What follows belongs to an exercise in optimizing a design on an open flow for small area, a short achievable clock period and few clock cycles; a production flow would make more cautious choices. Where RTL was checked, it was by simulation tests only, not by an equivalence proof against the original.

==> v39 <==
// frm_pack
module frm_pack (
    input  wire        clk,
    input  wire        rst,
    input  wire        start,
    input  wire [7:0]  ft,
    input  wire [7:0]  sub,
    input  wire [15:0] cmd,          
    input  wire [7:0]  dlen,
    input  wire [11:0] plen,         
    output wire        idle,
    input  wire        pi_valid,
    output wire        pi_ready,
    input  wire [3:0]  pi_count,
    input  wire [63:0] pi_data,      
    output wire        fo_valid,
    input  wire        fo_ready,
    output wire [28:0] fo_id,
    output wire [3:0]  fo_len,
    output wire [63:0] fo_data,      
    output wire        done,
    output wire [7:0]  status,
    output wire [7:0]  subcode
);
Settings: LEC_CHECK=0, ABC_AREA=1, CAP_MARGIN=20, CORE_MARGIN=2, CORE_UTILIZATION=40, PLACE_DENSITY=0.6, SETUP_SLACK_MARGIN=5, SLEW_MARGIN=20; clock period 10.0 ns.
run.sh (not shown) runs the stock make flow with config.mk's settings and CLKGATE_MAP_FILE= SYNTH_SCRIPT=/design/flow/synth_recipe.tcl, a recipe that flattens the netlist after the stock synthesis.
==> v1 (differences from v39) <==
--- a/flow/design.v
+++ b/flow/design.v
@@ -84,173 +84,162 @@
     output wire        pi_ready,
     input  wire [3:0]  pi_count,
     input  wire [63:0] pi_data,      
     output wire        fo_valid,
     input  wire        fo_ready,
     output wire [28:0] fo_id,
     output wire [3:0]  fo_len,
     output wire [63:0] fo_data,      
-    output wire        done,
+    output reg         done,
     output wire [7:0]  status,
     output wire [7:0]  subcode
 );
     localparam [7:0]  HOST_ID  = 8'h08;
     localparam [11:0] MAX_PLEN = 12'd2034;    
     localparam [15:0] HDR_INIT = 16'h427B;
     reg         act;         
     reg         idle_r;
-    reg         done_r;      
-    reg         lastf;       
     reg         refused;
-    reg         pa;          
-    reg         pb;          
+    reg         pir;         
     reg         fv;          
     reg  [7:0]  op_sub;
     reg         op_multi;
     reg  [7:0]  fcnt;        
     reg  [63:0] F;
     reg  [3:0]  f;
+    reg  [31:0] Q;
+    reg  [2:0]  q;
     reg  [63:0] R;
     reg  [3:0]  r;
     reg  [2:0]  rp;
     reg  [11:0] rem;         
     reg  [1:0]  tc;          
     reg  [15:0] crc;
     reg  [2:0]  cm;          
-    assign done     = done_r | (lastf & fo_ready);
-    assign idle     = idle_r | (lastf & fo_ready);
-    assign pi_ready = pa | (pb & fo_ready);
+    assign idle     = idle_r;
+    assign pi_ready = pir;
     assign fo_valid = fv;
     assign fo_id    = {HOST_ID, op_sub, op_multi, fcnt, 4'hF};
     assign fo_len   = f;
     assign fo_data  = F;
     assign status   = {8{refused}};
     assign subcode  = {6'd0, refused, refused};
-    wire        take    = pi_valid & pi_ready;
-    wire        begin_op = start & idle;
+    wire        take    = pi_valid & pir;
+    wire        begin_op = start & idle_r;
     wire [15:0] crc_fix;
     crc16_corr u_corr (.c(crc), .m(cm), .o(crc_fix));
     reg  [63:0] mask;
     integer j;
     always @(*) begin
         for (j = 0; j < 8; j = j + 1)
             mask[63 - 8 * j -: 8] = {8{pi_count > j}};
     end
-    wire        hsel = ~(pa | pb);
-    wire [15:0] f8_c = hsel ? HDR_INIT : crc;
-    wire [63:0] f8_d = hsel ? {24'd0, ft, sub, cmd, dlen} : (pi_data & mask);
+    wire [15:0] f8_c = begin_op ? HDR_INIT : crc;
+    wire [63:0] f8_d = begin_op ? {24'd0, ft, sub, cmd, dlen} : (pi_data & mask);
     wire [15:0] f8_o;
     crc16_f8 u_f8 (.c(f8_c), .d(f8_d), .o(f8_o));
     wire        send    = fv & fo_ready;
-    wire        rem_last = (rem[11:4] == 8'd0) & (rem[3:0] == pi_count);
-    wire        last    = lastf & fo_ready;
+    wire        last    = send & (fcnt == 8'd0);
     wire        free    = send | (f == 4'd0);
-    wire        mv      = free & (rp == 3'd4) & (r != 4'd0);    
-    wire [3:0]  f_base  = free ? (mv ? r : 4'd0) : f;
-    wire [3:0]  r_base  = mv ? 4'd0 : r;
-    wire        fcount  = pi_count[3] | rem_last;                
-    wire        fast    = take & fcount & (r_base == 4'd0) & (f_base == 4'd4);
+    wire [3:0]  f_base  = free ? {1'b0, q} : f;
+    wire [2:0]  q_base  = free ? 3'd0 : q;
+    wire        fast    = take & (r == 4'd0) & (f_base == 4'd4);
     wire        rload   = take & ~fast;
-    wire        ins_r   = (r_base != 4'd0) & ~f_base[3];
-    wire        tail    = act & (rem == 12'd0) & (r_base == 4'd0)
+    wire        ins_r   = (r != 4'd0) & ~f_base[3];
+    wire        tail    = act & (rem == 12'd0) & (r == 4'd0) & (q_base == 3'd0)
                           & (tc != 2'd0) & ~f_base[3];
     wire        ins0    = ins_r | tail;
     wire        ins1    = tail & tc[1] & (f_base != 4'd7);
     wire [7:0]  r_byte  = R[63 - 8 * rp -: 8];
     wire [7:0]  h0      = tail ? (tc[1] ? crc_fix[15:8] : crc_fix[7:0]) : r_byte;
     wire [7:0]  h1      = crc_fix[7:0];
     wire [3:0]  cin4    = (pi_count > 4'd4) ? 4'd4 : pi_count;
     reg  [63:0] F_n;
     always @(*) begin
         for (j = 0; j < 8; j = j + 1) begin
             if (ins0 && f_base == j)
                 F_n[63 - 8 * j -: 8] = h0;
             else if (ins1 && f_base == j - 1)
                 F_n[63 - 8 * j -: 8] = h1;
             else if (fast && j >= 4)
                 F_n[63 - 8 * j -: 8] = pi_data[63 - 8 * (j - 4) -: 8];
-            else if (mv && j < 4)
-                F_n[63 - 8 * j -: 8] = R[31 - 8 * j -: 8];
+            else if (free && j < 4)
+                F_n[63 - 8 * j -: 8] = Q[31 - 8 * j -: 8];
             else
                 F_n[63 - 8 * j -: 8] = F[63 - 8 * j -: 8];
         end
     end
     wire [3:0]  f_n   = f_base + (fast ? cin4 : 4'd0) + {3'd0, ins0} + {3'd0, ins1};
     wire [1:0]  tc_n  = tail ? (tc - {1'b0, ins0} - {1'b0, ins1}) : tc;
     wire [11:0] rem_n = take ? (rem - {8'd0, pi_count}) : rem;
-    wire        fv_n  = act & ~last & (f_n[3] | ((tc_n == 2'd0) & (f_n != 4'd0)));
-    wire [3:0]  r_n   = fast ? ((pi_count > 4'd4) ? pi_count - 4'd4 : 4'd0)
-                      : rload ? pi_count : ins_r ? r_base - 4'd1 : r_base;
-    wire [2:0]  rp_n  = take ? (fast ? 3'd4 : 3'd0) : ins_r ? rp + 3'd1 : rp;
-    wire        base_n = act & ~last & (take ? (~rem_last & pi_count[3]) : (rem != 12'd0));
+    wire        rem_last = (rem[11:4] == 8'd0) & (rem[3:0] == pi_count);
     wire [12:0] nm1   = {1'b0, plen} + 13'd5;       
     always @(posedge clk) begin
         F <= F_n;
         if (rst) begin
             act     <= 1'b0;
             idle_r  <= 1'b1;
-            done_r  <= 1'b0;
-            lastf   <= 1'b0;
-            pa      <= 1'b0;
-            pb      <= 1'b0;
+            done    <= 1'b0;
+            pir     <= 1'b0;
             fv      <= 1'b0;
         end else begin
-            done_r <= 1'b0;
+            done <= 1'b0;
             if (begin_op) begin
                 refused <= (plen > MAX_PLEN);
-                done_r  <= (plen > MAX_PLEN);
-                act     <= (plen <= MAX_PLEN);
-                idle_r  <= (plen > MAX_PLEN);
-                pa      <= (plen != 12'd0) & (plen <= MAX_PLEN);
-                pb      <= 1'b0;
-                lastf   <= 1'b0;
+                if (plen > MAX_PLEN) begin
+                    done <= 1'b1;
+                end else begin
+                    act    <= 1'b1;
+                    idle_r <= 1'b0;
+                    pir    <= (plen != 12'd0);
+                end
                 op_sub   <= sub;
                 op_multi <= (plen >= 12'd3);
                 fcnt     <= nm1[10:3];
-                R[31:0]  <= {ft, cmd, dlen};
-                rp       <= 3'd4;
-                r        <= 4'd4;
+                Q        <= {ft, cmd, dlen};
+                q        <= 3'd4;
                 f        <= 4'd0;
+                r        <= 4'd0;
                 rem      <= plen;
                 tc       <= 2'd2;
                 crc      <= f8_o;
                 cm       <= 3'd0;
                 fv       <= 1'b0;
             end else begin
                 if (last) begin
                     act    <= 1'b0;
                     idle_r <= 1'b1;
+                    done   <= 1'b1;
                 end
                 if (send)
                     fcnt <= fcnt - 8'd1;
-                lastf <= fv_n & (send ? (fcnt == 8'd1) : (fcnt == 8'd0));
                 f   <= f_n;
                 tc  <= tc_n;
                 rem <= rem_n;
-                fv  <= fv_n;
-                if (take)
-                    R <= pi_data;
+                fv  <= act & ~last & (f_n[3] | ((tc_n == 2'd0) & (f_n != 4'd0)));
                 if (fast) begin
-                    r  <= (pi_count > 4'd4) ? pi_count - 4'd4 : 4'd0;
-                    rp <= 3'd4;
-                end else if (rload) begin
+                    Q <= pi_data[31:0];
+                    q <= (pi_count > 4'd4) ? pi_count[2:0] - 3'd4 : 3'd0;
+                end else begin
+                    q <= q_base;
+                end
+                if (rload) begin
+                    R  <= pi_data;
                     r  <= pi_count;
                     rp <= 3'd0;
                 end else if (ins_r) begin
-                    r  <= r_base - 4'd1;
+                    r  <= r - 4'd1;
                     rp <= rp + 3'd1;
-                end else begin
-                    r  <= r_base;
                 end
                 if (take) begin
                     crc <= f8_o;
                     cm  <= 3'd0 - pi_count[2:0];
                 end else begin
                     crc <= crc_fix;
                     cm  <= 3'd0;
                 end
-                pa <= base_n & ((r_n == 4'd0) | ((f_n == 4'd0) & (rp_n == 3'd4)));
-                pb <= base_n & fv_n & (rp_n == 3'd4);
+                pir <= act & ~last & (take ? (~rem_last & ~rload & pi_count[3])
+                                           : ((rem != 12'd0) & (ins_r ? (r == 4'd1) : (r == 4'd0))));
             end
         end
     end
 endmodule
Settings changed: ABC_AREA 1 to unset.
==> v14 (differences from v39) <==
--- a/flow/design.v
+++ b/flow/design.v
@@ -96,51 +96,50 @@
     localparam [7:0]  HOST_ID  = 8'h08;
     localparam [11:0] MAX_PLEN = 12'd2034;    
     localparam [15:0] HDR_INIT = 16'h427B;
     reg         act;         
     reg         idle_r;
     reg         done_r;      
     reg         lastf;       
     reg         refused;
-    reg         pa;          
-    reg         pb;          
+    reg         pok;         
     reg         fv;          
     reg  [7:0]  op_sub;
     reg         op_multi;
     reg  [7:0]  fcnt;        
     reg  [63:0] F;
     reg  [3:0]  f;
     reg  [63:0] R;
     reg  [3:0]  r;
     reg  [2:0]  rp;
     reg  [11:0] rem;         
     reg  [1:0]  tc;          
     reg  [15:0] crc;
     reg  [2:0]  cm;          
     assign done     = done_r | (lastf & fo_ready);
     assign idle     = idle_r | (lastf & fo_ready);
-    assign pi_ready = pa | (pb & fo_ready);
+    assign pi_ready = pok & ((r == 4'd0) | ((rp == 3'd4) & ((f == 4'd0) | (fv & fo_ready))));
     assign fo_valid = fv;
     assign fo_id    = {HOST_ID, op_sub, op_multi, fcnt, 4'hF};
     assign fo_len   = f;
     assign fo_data  = F;
     assign status   = {8{refused}};
     assign subcode  = {6'd0, refused, refused};
     wire        take    = pi_valid & pi_ready;
     wire        begin_op = start & idle;
     wire [15:0] crc_fix;
     crc16_corr u_corr (.c(crc), .m(cm), .o(crc_fix));
     reg  [63:0] mask;
     integer j;
     always @(*) begin
         for (j = 0; j < 8; j = j + 1)
             mask[63 - 8 * j -: 8] = {8{pi_count > j}};
     end
-    wire        hsel = ~(pa | pb);
+    wire        hsel = ~pok;
     wire [15:0] f8_c = hsel ? HDR_INIT : crc;
     wire [63:0] f8_d = hsel ? {24'd0, ft, sub, cmd, dlen} : (pi_data & mask);
     wire [15:0] f8_o;
     crc16_f8 u_f8 (.c(f8_c), .d(f8_d), .o(f8_o));
     wire        send    = fv & fo_ready;
     wire        rem_last = (rem[11:4] == 8'd0) & (rem[3:0] == pi_count);
     wire        last    = lastf & fo_ready;
     wire        free    = send | (f == 4'd0);
@@ -173,40 +172,34 @@
             else
                 F_n[63 - 8 * j -: 8] = F[63 - 8 * j -: 8];
         end
     end
     wire [3:0]  f_n   = f_base + (fast ? cin4 : 4'd0) + {3'd0, ins0} + {3'd0, ins1};
     wire [1:0]  tc_n  = tail ? (tc - {1'b0, ins0} - {1'b0, ins1}) : tc;
     wire [11:0] rem_n = take ? (rem - {8'd0, pi_count}) : rem;
     wire        fv_n  = act & ~last & (f_n[3] | ((tc_n == 2'd0) & (f_n != 4'd0)));
-    wire [3:0]  r_n   = fast ? ((pi_count > 4'd4) ? pi_count - 4'd4 : 4'd0)
-                      : rload ? pi_count : ins_r ? r_base - 4'd1 : r_base;
-    wire [2:0]  rp_n  = take ? (fast ? 3'd4 : 3'd0) : ins_r ? rp + 3'd1 : rp;
-    wire        base_n = act & ~last & (take ? (~rem_last & pi_count[3]) : (rem != 12'd0));
     wire [12:0] nm1   = {1'b0, plen} + 13'd5;       
     always @(posedge clk) begin
         F <= F_n;
         if (rst) begin
             act     <= 1'b0;
             idle_r  <= 1'b1;
             done_r  <= 1'b0;
             lastf   <= 1'b0;
-            pa      <= 1'b0;
-            pb      <= 1'b0;
+            pok     <= 1'b0;
             fv      <= 1'b0;
         end else begin
             done_r <= 1'b0;
             if (begin_op) begin
                 refused <= (plen > MAX_PLEN);
                 done_r  <= (plen > MAX_PLEN);
                 act     <= (plen <= MAX_PLEN);
                 idle_r  <= (plen > MAX_PLEN);
-                pa      <= (plen != 12'd0) & (plen <= MAX_PLEN);
-                pb      <= 1'b0;
+                pok     <= (plen != 12'd0) & (plen <= MAX_PLEN);
                 lastf   <= 1'b0;
                 op_sub   <= sub;
                 op_multi <= (plen >= 12'd3);
                 fcnt     <= nm1[10:3];
                 R[31:0]  <= {ft, cmd, dlen};
                 rp       <= 3'd4;
                 r        <= 4'd4;
                 f        <= 4'd0;
@@ -243,14 +236,13 @@
                 end
                 if (take) begin
                     crc <= f8_o;
                     cm  <= 3'd0 - pi_count[2:0];
                 end else begin
                     crc <= crc_fix;
                     cm  <= 3'd0;
                 end
-                pa <= base_n & ((r_n == 4'd0) | ((f_n == 4'd0) & (rp_n == 3'd4)));
-                pb <= base_n & fv_n & (rp_n == 3'd4);
+                pok <= act & ~last & (take ? (~rem_last & pi_count[3]) : (rem != 12'd0));
             end
         end
     end
 endmodule
==> flow/flow/run.sh (new file) <==
#!/bin/bash
# The standard layout (standard.sh) with buf_1 cells as the port buffers.
# ORFS writes each step's log under orfs/logs; the make output goes to flow.log.
set -euo pipefail
sed 's|"\${@:-finish}"|"BUFFER_PORTS_ARGS=-buffer_cell sky130_fd_sc_hd__buf_1" "${@:-finish}"|' standard.sh > standard_own.sh
grep -q 'BUFFER_PORTS_ARGS=' standard_own.sh
bash standard_own.sh > flow.log 2>&1
==> flow/standard.sh (new file) <==
#!/bin/bash
# synth_recipe.tcl (not shown) runs the flow's synth.tcl, then flattens the netlist and writes it again
# the make line also repeats each setting of config.mk as NAME=value (left out here)
make -C /OpenROAD-flow-scripts/flow DESIGN_CONFIG=/design/flow/config.mk WORK_HOME=/design/flow/orfs CLKGATE_MAP_FILE= SYNTH_SCRIPT=/design/flow/synth_recipe.tcl "${@:-finish}"
Settings changed: ABC_AREA 1 to unset, CTS_BUF_LIST set to sky130_fd_sc_hd__clkbuf_8.
removed: flow/run.sh
==> comparison <==
The lowest global-route usage belongs to v14, the highest to v39. In v1 the clock skew is lower than in v39, by 0.0018 ns. In v1 the setup slack is worse than in v14, by 0.097 ns. Against v39, the sequential share of layout area of v14 is higher by 5.0 points. v1 went through all stages and came out clean. v39 passed the timing, DRC and antenna checks. v14 went through all stages and came out clean. Via count: v14 < v1 < v39. Wire length: v14 < v1 < v39.
Testbench counts of v39, summed over its fixed seeds: cycles 13,075.
Testbench counts of v14, summed over its fixed seeds: cycles 13,075.
Function not checked in v1: the RTL went through the layout flow alone.

==> separate check: timing with driven ports <==
In the flow no input, the clock included, has a driving cell. The finished layouts below were timed again as built, in two steps.
Step 1: set_driving_cell puts a clkbuf_16 on clk and a buf_2 on each other input, an assumption about the parent block.
Step 2, shift: input delay + t, output delay - t, t = (earliest + latest rising clock arrival at the registers) / 2. This alone moves slack from input paths to output paths.
a / b / c = ideal ports / drivers / drivers and shift; a / b = the first two.
run	shift t [ns]	setup WS [ns]	worst setup path after step 2	clock arrival spread, ns	cell pins on the clock port's net
v39	0.516	4.868 / 4.880 / 4.363	input to register	0.020 / 0.019	1
v1	0.625	4.915 / 4.942 / 4.318	input to register	0.017 / 0.017	1
v14	0.540	5.013 / 5.007 / 4.467	input to register	0.018 / 0.018	1
After both steps setup and hold are still met in every run listed. The setup slack of v1, which loses most, moves by +0.027 ns with the drivers and by -0.597 ns with both steps.
